What follows belongs to an exercise in optimizing a design on an open flow for small area, a short achievable clock period and few clock cycles per item; a production flow would make more cautious choices.
In this exercise RTL edits were held to simulation tests only and were not proved equivalent to the original.
Power and IR drop assume default switching activity.

==> run H <==
==> flow/design.v <==
module ppsb_fp_frame (
    input  wire [31:0] a,         
    input  wire [31:0] v,         
    input  wire [31:0] b,         
    output wire        a_big,     
    output wire [5:0]  shs,       
    output wire [5:0]  shv,       
    output wire        inf_lo,    
    output wire        inf_hi,    
    output wire [1:0]  etop       
);
    wire a_inf = (a[30:23] == 8'hFF);
    wire b_inf = (b[30:23] == 8'hFF);
    wire [7:0]  ea = {a[30:24], a[23] | (a[30:23] == 8'd0)};
    wire [7:0]  ev = {v[30:24], v[23] | (v[30:23] == 8'd0)};
    wire [7:0]  eb = {b[30:24], b[23] | (b[30:23] == 8'd0)};
    wire [7:0]  el  = a_inf ? ev : ea;
    wire [8:0]  tlb = {1'b0, el} - {1'b0, eb};
    wire [8:0]  tba = {1'b0, eb} - {1'b0, ea};
    wire [8:0]  tlv = {1'b0, el} - {1'b0, ev};
    wire [8:0]  tbv = {1'b0, eb} - {1'b0, ev};
    wire        l_big = !tlb[8];
    wire [7:0]  ss = l_big ? tlb[7:0] : tba[7:0];
    wire [7:0]  sv = l_big ? tlv[7:0] : tbv[7:0];
    wire [7:0]  ef = l_big ? el : eb;
    assign a_big  = l_big;
    assign shs    = {ss[7:5] != 3'd0, ss[4:0]};
    assign shv    = {sv[7:5] != 3'd0, sv[4:0]};
    assign inf_lo = a_inf;
    assign inf_hi = b_inf;
    assign etop   = {ef == 8'd253, ef == 8'd254};
endmodule
module ppsb_fp_diff (
    input  wire [24:0] a,
    input  wire [24:0] v,
    input  wire [24:0] b,
    input  wire        a_big,
    input  wire [5:0]  shs,
    input  wire [5:0]  shv,
    output wire [29:0] d_lo,      
    output wire [29:0] d_hi       
);
    localparam FT = 28;           
    wire [FT:0] xs, xv;
    ppsb_fp_align #(.W(FT + 1)) u_as (.m(a_big ? b[23:0] : a[23:0]), .sh(shs), .x(xs));
    ppsb_fp_align #(.W(FT + 1)) u_av (.m(v[23:0]), .sh(shv), .x(xv));
    wire [FT:0] xa = a_big ? {a[23:0], {(FT - 23){1'b0}}} : xs;
    wire [FT:0] xb = a_big ? xs : {b[23:0], {(FT - 23){1'b0}}};
    wire [FT+1:0] pa = {1'b0, xa};
    wire [FT+1:0] pv = {1'b0, xv};
    wire [FT+1:0] pb = {1'b0, xb};
    ppsb_add #(.W(FT + 2)) u_lo (
        .x(v[24] ? ~pv : pv), .y(a[24] ? pa : ~pa), .cin(v[24] | !a[24]), .s(d_lo));
    ppsb_add #(.W(FT + 2)) u_hi (
        .x(b[24] ? ~pb : pb), .y(v[24] ? pv : ~pv), .cin(b[24] | !v[24]), .s(d_hi));
endmodule
module ppsb_add #(
    parameter W = 30
) (
    input  wire [W-1:0] x,
    input  wire [W-1:0] y,
    input  wire         cin,
    output wire [W-1:0] s
);
    reg [W:0] g, p;
    integer   i, k;
    always @(*) begin
        g = {x & y, cin};
        p = {x ^ y, 1'b0};
        for (k = 0; (1 << k) <= W; k = k + 1)
            for (i = W; i >= 0; i = i - 1)
                if ((i >> k) & 1) begin
                    g[i] = g[i] | (p[i] & g[((i >> k) << k) - 1]);
                    p[i] = p[i] & p[((i >> k) << k) - 1];
                end
    end
    assign s = x ^ y ^ g[W-1:0];
endmodule
module ppsb_fp_align #(
    parameter W = 29
) (
    input  wire [23:0]  m,
    input  wire [5:0]   sh,       
    output wire [W-1:0] x
);
    reg [W-1:0] r;
    reg         st;
    always @(*) begin
        r  = {m, {(W - 24){1'b0}}};
        st = 1'b0;
        if (sh[0]) begin st = st | r[0];       r = r >> 1;  end
        if (sh[1]) begin st = st | (|r[1:0]);  r = r >> 2;  end
        if (sh[2]) begin st = st | (|r[3:0]);  r = r >> 4;  end
        if (sh[3]) begin st = st | (|r[7:0]);  r = r >> 8;  end
        if (sh[4]) begin st = st | (|r[15:0]); r = r >> 16; end
        if (sh[5]) begin
            r  = {W{1'b0}};
            st = |m;
        end
    end
    assign x = {r[W-1:1], r[0] | st};
endmodule
module ppsb_fp_pick (
    input  wire [30:0] d_lo,
    input  wire [30:0] d_hi,
    input  wire        inf_lo,
    input  wire        inf_hi,
    input  wire [1:0]  etop,
    output wire        upper
);
    wire [30:0] r_lo, r_hi;
    ppsb_fp_frnd u_rlo (.d(d_lo), .r(r_lo));
    ppsb_fp_frnd u_rhi (.d(d_hi), .r(r_hi));
    wire big_lo = inf_lo || (etop[0] && (r_lo[30] || r_lo[29])) || (etop[1] && r_lo[30]);
    wire big_hi = inf_hi || (etop[0] && (r_hi[30] || r_hi[29])) || (etop[1] && r_hi[30]);
    assign upper = !big_hi && (big_lo || (r_hi < r_lo));
endmodule
module ppsb_fp_frnd (
    input  wire [30:0] d,
    output wire [30:0] r
);
    reg  [30:0] keep;
    reg         above;
    integer     j;
    always @(*) begin
        above = 1'b0;
        for (j = 30; j >= 0; j = j - 1) begin
            if (j + 24 <= 30)
                above = above | d[j + 24];
            keep[j] = !above;
        end
    end
    wire [30:0] lsb_at = keep & ~{keep[29:0], 1'b0};
    reg         lsb, rb, sb;
    always @(*) begin
        lsb = |(d & lsb_at);
        rb  = 1'b0;
        sb  = 1'b0;
        for (j = 0; j < 30; j = j + 1) begin
            rb = rb | (d[j] & !keep[j] & keep[j + 1]);
            sb = sb | (d[j] & !keep[j + 1]);
        end
    end
    wire up = rb && (sb || lsb);
    assign r = (d & keep) + (up ? lsb_at : 31'd0);
endmodule
module ppsb_mag_cmp #(
    parameter W = 31
) (
    input  wire [W-1:0] a,
    input  wire [W-1:0] b,
    output wire         gt,
    output wire         eq
);
    generate
        if (W == 1) begin : leaf
            assign gt = a[0] && !b[0];
            assign eq = (a[0] == b[0]);
        end else begin : node
            localparam L = W / 2;
            wire hg, he, lg, le;
            ppsb_mag_cmp #(.W(W - L)) u_hi (.a(a[W-1:L]), .b(b[W-1:L]), .gt(hg), .eq(he));
            ppsb_mag_cmp #(.W(L))     u_lo (.a(a[L-1:0]), .b(b[L-1:0]), .gt(lg), .eq(le));
            assign gt = hg || (he && lg);
            assign eq = he && le;
        end
    endgenerate
endmodule
module ppsb_packer (
    input  wire        clk,
    input  wire        rst,
    input  wire        cfg_we,
    input  wire [4:0]  cfg_addr,
    input  wire [31:0] cfg_data,
    input  wire        in_valid,
    output wire        in_ready,
    input  wire [31:0] in_phase,
    output reg         out_valid,
    input  wire        out_ready,
    output reg  [23:0] out_px0,    
    output reg  [23:0] out_px1,    
    output reg  [23:0] out_px2,    
    output reg  [23:0] out_px3     
);
    genvar g;
    integer t;
    reg        wr_rst, wr_we;
    reg [4:0]  wr_addr;
    reg [31:0] wr_data;
    always @(posedge clk) begin
        wr_rst  <= rst;
        wr_we   <= cfg_we && !rst;
        wr_addr <= cfg_addr;
        wr_data <= cfg_data;
    end
    wire        cd_zero = (wr_data[30:0] == 31'd0);
    wire        cd_nan  = (wr_data[30:23] == 8'hFF) && (wr_data[22:0] != 23'd0);
    wire [31:0] lut_wd  = wr_rst ? 32'd0 : {wr_data[31] & ~cd_zero, wr_data[30:0]};
    wire        nan_wd  = !wr_rst && cd_nan;
    wire [31:0] code_wd = wr_rst ? 32'd0 : wr_data;
    reg  [31:0] lut [0:16];
    reg  [16:0] lnan;
    reg  [63:0] code_tab;
    generate
        for (g = 0; g < 17; g = g + 1) begin : tab
            always @(posedge clk)
                if (wr_rst || (wr_we && wr_addr == g)) begin
                    lut[g]  <= lut_wd;
                    lnan[g] <= nan_wd;
                end
        end
    endgenerate
    always @(posedge clk) begin
        if (wr_rst || (wr_we && wr_addr == 5'd17))
            code_tab[31:0] <= code_wd;
        if (wr_rst || (wr_we && wr_addr == 5'd18))
            code_tab[63:32] <= code_wd;
    end
    reg  [2:0] sk_n;
    reg        in_rdy;
    assign in_ready = in_rdy;
    wire in_fire  = in_valid && in_ready;
    reg [31:0] v0;
    reg        val0;
    always @(posedge clk) begin
        v0   <= in_phase;
        val0 <= !rst && in_fire;
    end
    wire        v_zero = (v0[30:0] == 31'd0);
    wire        v_nan  = (v0[30:23] == 8'hFF) && (v0[22:0] != 23'd0);
    wire        v_neg  = v0[31] && !v_zero;
    wire [16:0] lut_lt_v;    
    wire [16:0] v_lt_lut;    
    generate
        for (g = 0; g < 17; g = g + 1) begin : cmp
            wire l_neg = lut[g][31];
            wire m_gt, m_eq;
            ppsb_mag_cmp #(.W(31)) u_cmp (.a(lut[g][30:0]), .b(v0[30:0]), .gt(m_gt), .eq(m_eq));
            wire m_lt = !m_gt && !m_eq;
            assign lut_lt_v[g] = !lnan[g] &&
                ((l_neg && !v_neg) || (!l_neg && !v_neg && m_lt) || (l_neg && v_neg && m_gt));
            assign v_lt_lut[g] = !lnan[g] &&
                ((!l_neg && v_neg) || (!l_neg && !v_neg && m_gt) || (l_neg && v_neg && m_lt));
        end
    endgenerate
    wire [15:0] match = lut_lt_v[15:0] & v_lt_lut[16:1] & {16{!v_nan}};
    reg  [15:0] fm;
    reg         seen;
    integer     b;
    always @(*) begin
        seen = 1'b0;
        for (b = 0; b < 16; b = b + 1) begin
            fm[b] = match[b] && !seen;
            seen  = seen || match[b];
        end
    end
    reg [31:0] vm;
    reg [15:0] fmm;
    reg        seenm, valm;
    always @(posedge clk) begin
        vm    <= v0;
        fmm   <= fm;
        seenm <= seen;
        valm  <= !rst && val0;
    end
    reg [31:0] sel_lo, sel_hi;
    reg [3:0]  sel_clo, sel_chi;
    always @(*) begin
        sel_lo  = 32'd0;
        sel_hi  = 32'd0;
        sel_clo = seenm ? 4'd0 : code_tab[3:0];
        sel_chi = seenm ? 4'd0 : code_tab[3:0];
        for (t = 0; t < 16; t = t + 1) begin
            sel_lo  = sel_lo  | ({32{fmm[t]}} & lut[t]);
            sel_hi  = sel_hi  | ({32{fmm[t]}} & lut[t + 1]);
            sel_clo = sel_clo | ({4{fmm[t]}} & code_tab[4 * t +: 4]);
            sel_chi = sel_chi | ({4{fmm[t]}} & code_tab[4 * ((t + 1) % 16) +: 4]);
        end
    end
    wire [5:0] shs_w, shv_w;
    wire       a_big_w;
    wire       inf_lo_w, inf_hi_w;
    wire [1:0] etop_w;
    ppsb_fp_frame u_frame (
        .a(sel_lo), .v(vm), .b(sel_hi),
        .a_big(a_big_w), .shs(shs_w), .shv(shv_w),
        .inf_lo(inf_lo_w), .inf_hi(inf_hi_w), .etop(etop_w)
    );
    reg [24:0] v1, lo1, hi1;
    reg [5:0]  shs1, shv1;
    reg        a_big1;
    reg        inf_lo1, inf_hi1;
    reg [1:0]  etop1;
    reg [3:0]  clo1, chi1;
    reg        val1;
    always @(posedge clk) begin
        v1      <= {vm[31],     vm[30:23] != 8'd0,     vm[22:0]};
        lo1     <= {sel_lo[31], sel_lo[30:23] != 8'd0, sel_lo[22:0]};
        hi1     <= {sel_hi[31], sel_hi[30:23] != 8'd0, sel_hi[22:0]};
        a_big1  <= a_big_w;
        shs1    <= shs_w;
        shv1    <= shv_w;
        inf_lo1 <= inf_lo_w;
        inf_hi1 <= inf_hi_w;
        etop1   <= etop_w;
        clo1    <= sel_clo;
        chi1    <= sel_chi;
        val1    <= !rst && valm;
    end
    wire [29:0] d_lo_w, d_hi_w;
    ppsb_fp_diff u_diff (
        .a(lo1), .v(v1), .b(hi1),
        .a_big(a_big1), .shs(shs1), .shv(shv1),
        .d_lo(d_lo_w), .d_hi(d_hi_w)
    );
    reg [29:0] d_lo2, d_hi2;
    reg        inf_lo2, inf_hi2;
    reg [1:0]  etop2;
    reg [3:0]  clo2, chi2;
    reg        val2;
    always @(posedge clk) begin
        d_lo2   <= d_lo_w;
        d_hi2   <= d_hi_w;
        inf_lo2 <= inf_lo1;
        inf_hi2 <= inf_hi1;
        etop2   <= etop1;
        clo2    <= clo1;
        chi2    <= chi1;
        val2    <= !rst && val1;
    end
    wire upper;
    ppsb_fp_pick u_pick (
        .d_lo({1'b0, d_lo2}), .d_hi({1'b0, d_hi2}),
        .inf_lo(inf_lo2), .inf_hi(inf_hi2), .etop(etop2),
        .upper(upper)
    );
    wire [3:0] code = upper ? chi2 : clo2;
    reg  [3:0] sk [0:4];
    reg  [2:0] sk_wp, sk_rp;
    reg  [4:0] wb_plane;
    wire       sk_any = (sk_n != 3'd0);
    wire       can_wr = !out_valid || out_ready;
    wire       pop    = can_wr && sk_any;
    wire       push   = val2 && (sk_any || !can_wr);
    wire [3:0] wcode  = sk_any ? sk[sk_rp] : code;
    wire       pop0   = !out_valid && sk_any;
    wire       push0  = val2 && (sk_any || out_valid);
    wire [2:0] sk_nx0 = sk_n + {2'b0, push0} - {2'b0, pop0};
    wire [2:0] sk_nx1 = sk_n + {2'b0, val2 && sk_any} - {2'b0, sk_any};
    wire [2:0] sk_nx  = out_ready ? sk_nx1 : sk_nx0;
    wire       rdy_nx = out_ready ? (sk_nx1 == 3'd0) : (sk_nx0 == 3'd0);
    wire        wr_any = sk_any || val2;
    wire [23:0] wr_at;
    generate
        for (g = 0; g < 24; g = g + 1) begin : wsel
            assign wr_at[g] = wr_any && (wb_plane == g);
        end
    endgenerate
    always @(posedge clk)
        if (val2)
            sk[sk_wp] <= code;
    integer q;
    always @(posedge clk)
        for (q = 0; q < 24; q = q + 1)
            if (wr_at[q] && can_wr) begin
                out_px0[q] <= wcode[1];
                out_px1[q] <= wcode[3];
                out_px2[q] <= wcode[0];
                out_px3[q] <= wcode[2];
            end
    always @(posedge clk) begin
        if (rst) begin
            sk_n      <= 3'd0;
            sk_wp     <= 3'd0;
            sk_rp     <= 3'd0;
            in_rdy    <= 1'b1;
            wb_plane  <= 5'd0;
            out_valid <= 1'b0;
        end else begin
            sk_n   <= sk_nx;
            in_rdy <= rdy_nx;
            if (push)
                sk_wp <= (sk_wp == 3'd4) ? 3'd0 : sk_wp + 3'd1;
            if (pop)
                sk_rp <= (sk_rp == 3'd4) ? 3'd0 : sk_rp + 3'd1;
            if (wr_any && can_wr)
                wb_plane <= (wb_plane == 5'd23) ? 5'd0 : wb_plane + 5'd1;
            if (wr_at[23] && can_wr)
                out_valid <= 1'b1;
            else if (out_ready)
                out_valid <= 1'b0;
        end
    end
endmodule
==> flow/run.sh <==
#!/bin/bash
# synth_recipe.tcl (not shown) runs the flow's synth.tcl, then flattens the netlist and writes it again
# the make line also repeats each setting of config.mk as NAME=value (left out here)
make -C /OpenROAD-flow-scripts/flow DESIGN_CONFIG=/design/flow/config.mk WORK_HOME=/design/flow/orfs CLKGATE_MAP_FILE= SYNTH_SCRIPT=/design/flow/synth_recipe.tcl finish
==> flow/config.mk <==
export PLATFORM = sky130hd
export DESIGN_NAME = ppsb_packer
export DESIGN_NICKNAME = ppsb_packer
export VERILOG_FILES = /design/flow/design.v
export SDC_FILE = /design/flow/constraint.sdc
export NUM_CORES = 4
export LEC_CHECK = 0
export CAP_MARGIN = 20
export CORE_MARGIN = 2
export CORE_UTILIZATION = 40
export SLEW_MARGIN = 20
==> flow/constraint.sdc <==
create_clock -name core_clock -period 35.0 [get_ports {clk}]
set_input_delay 7.0000 -clock core_clock [delete_from_list [all_inputs] [get_ports {clk}]]
set_output_delay 7.0000 -clock core_clock [all_outputs]
set_load 0.01 [all_outputs]
==> run X (differences from run H) <==
--- a/flow/design.v
+++ b/flow/design.v
@@ -339,3 +339,3 @@
     reg  [2:0] sk_wp, sk_rp;
-    reg  [4:0] wb_plane;
+    reg  [23:0] wb_at;       
     wire       sk_any = (sk_n != 3'd0);
@@ -352,8 +352,3 @@
     wire        wr_any = sk_any || val2;
-    wire [23:0] wr_at;
-    generate
-        for (g = 0; g < 24; g = g + 1) begin : wsel
-            assign wr_at[g] = wr_any && (wb_plane == g);
-        end
-    endgenerate
+    wire        wr_go  = wr_any && can_wr;
     always @(posedge clk)
@@ -364,3 +359,3 @@
         for (q = 0; q < 24; q = q + 1)
-            if (wr_at[q] && can_wr) begin
+            if (wb_at[q] && wr_go) begin
                 out_px0[q] <= wcode[1];
@@ -376,3 +371,3 @@
             in_rdy    <= 1'b1;
-            wb_plane  <= 5'd0;
+            wb_at     <= 24'd1;
             out_valid <= 1'b0;
@@ -385,5 +380,5 @@
                 sk_rp <= (sk_rp == 3'd4) ? 3'd0 : sk_rp + 3'd1;
-            if (wr_any && can_wr)
-                wb_plane <= (wb_plane == 5'd23) ? 5'd0 : wb_plane + 5'd1;
-            if (wr_at[23] && can_wr)
+            if (wr_go)
+                wb_at <= {wb_at[22:0], wb_at[23]};
+            if (wb_at[23] && wr_go)
                 out_valid <= 1'b1;
--- a/flow/config.mk
+++ b/flow/config.mk
@@ -9,3 +9,6 @@
 export CORE_MARGIN = 2
-export CORE_UTILIZATION = 40
+export CORE_UTILIZATION = 55
+export CTS_CLUSTER_DIAMETER = 150
+export CTS_CLUSTER_SIZE = 20
+export PLACE_DENSITY = 0.65
 export SLEW_MARGIN = 20
==> run F (differences from run H) <==
--- a/flow/design.v
+++ b/flow/design.v
@@ -339,3 +339,3 @@
     reg  [2:0] sk_wp, sk_rp;
-    reg  [4:0] wb_plane;
+    reg  [23:0] wb_at;       
     wire       sk_any = (sk_n != 3'd0);
@@ -352,8 +352,3 @@
     wire        wr_any = sk_any || val2;
-    wire [23:0] wr_at;
-    generate
-        for (g = 0; g < 24; g = g + 1) begin : wsel
-            assign wr_at[g] = wr_any && (wb_plane == g);
-        end
-    endgenerate
+    wire        wr_go  = wr_any && can_wr;
     always @(posedge clk)
@@ -364,3 +359,3 @@
         for (q = 0; q < 24; q = q + 1)
-            if (wr_at[q] && can_wr) begin
+            if (wb_at[q] && wr_go) begin
                 out_px0[q] <= wcode[1];
@@ -376,3 +371,3 @@
             in_rdy    <= 1'b1;
-            wb_plane  <= 5'd0;
+            wb_at     <= 24'd1;
             out_valid <= 1'b0;
@@ -385,5 +380,5 @@
                 sk_rp <= (sk_rp == 3'd4) ? 3'd0 : sk_rp + 3'd1;
-            if (wr_any && can_wr)
-                wb_plane <= (wb_plane == 5'd23) ? 5'd0 : wb_plane + 5'd1;
-            if (wr_at[23] && can_wr)
+            if (wr_go)
+                wb_at <= {wb_at[22:0], wb_at[23]};
+            if (wb_at[23] && wr_go)
                 out_valid <= 1'b1;
--- a/flow/config.mk
+++ b/flow/config.mk
@@ -10,2 +10,4 @@
 export CORE_UTILIZATION = 40
+export CTS_CLUSTER_DIAMETER = 150
+export CTS_CLUSTER_SIZE = 20
 export SLEW_MARGIN = 20
==> results.txt <==
                                                                            run H           run F           run X
Gpl congestion                                                              0.987            1.00            1.02
Number of antenna violations at the first check in global routing               5              12              19
Count of unique library cells instantiated by Yosys                            88              94              94
Relative contribution of the clock network to total power                   25.9%           17.4%           17.2%
Cell internal pwr                                                         2.98 mW         2.65 mW         2.64 mW
Post-Place Cell Area                                                 0.0633 sq mm    0.0638 sq mm    0.0633 sq mm
Maximum fanout encountered on the critical timing path                         12               5               1
Reg2Reg Setup Slack                                                      27.04 ns        26.77 ns        26.83 ns
Run status                                                         finished clean  finished clean  finished clean
Required arrival time at the worst endpoint                              35.38 ns        28.00 ns        28.00 ns
Clock latency on the worst-skew pair                                      0.77 ns         0.75 ns         0.74 ns
Total GRT Usage                                                             29.1%           29.4%           39.7%
Post-synthesis sequential area ratio                                        48.3%           48.5%           48.5%
Testbench counts of run H, summed over its fixed seeds: cycles 18,512, items 768.
Testbench counts of run X, summed over its fixed seeds: cycles 18,512, items 768.
Testbench counts of run F, summed over its fixed seeds: cycles 18,512, items 768.

## static timing again, ports no longer ideal
The results above use ideal ports. As a check the final layouts listed here were re-extracted and re-timed, cells and wires unchanged.
Step 1: set_driving_cell puts a clkbuf_16 on clk and a buf_2 on each other input, an assumption about the parent block.
Step 2 times the ports against the registers' clock, not the clock port: input delays grow and output delays shrink by t, the midpoint of the rising clock arrivals with the driver on.
a / b / c = ideal ports / drivers / drivers and shift; a / b = the first two.
| run | t, ns | slack for setup (ns) | worst setup path at the end | worst register clock-pin slew, ns | worst data-port slew with drivers (ns) |
|---|---|---|---|---|---|
| run H | 0.821 | 25.657 / 25.712 / 24.892 | input to register | 0.07 / 0.07 | 0.04 |
| run X | 0.799 | 26.306 / 26.226 / 26.170 | input to register | 0.11 / 0.11 | 0.05 |
| run F | 0.796 | 26.303 / 26.222 / 26.085 | input to register | 0.11 / 0.11 | 0.04 |
After both steps every run listed still meets setup and hold. The setup slack of run H, which loses most, moves by +0.055 ns with the drivers and by -0.765 ns with both steps.
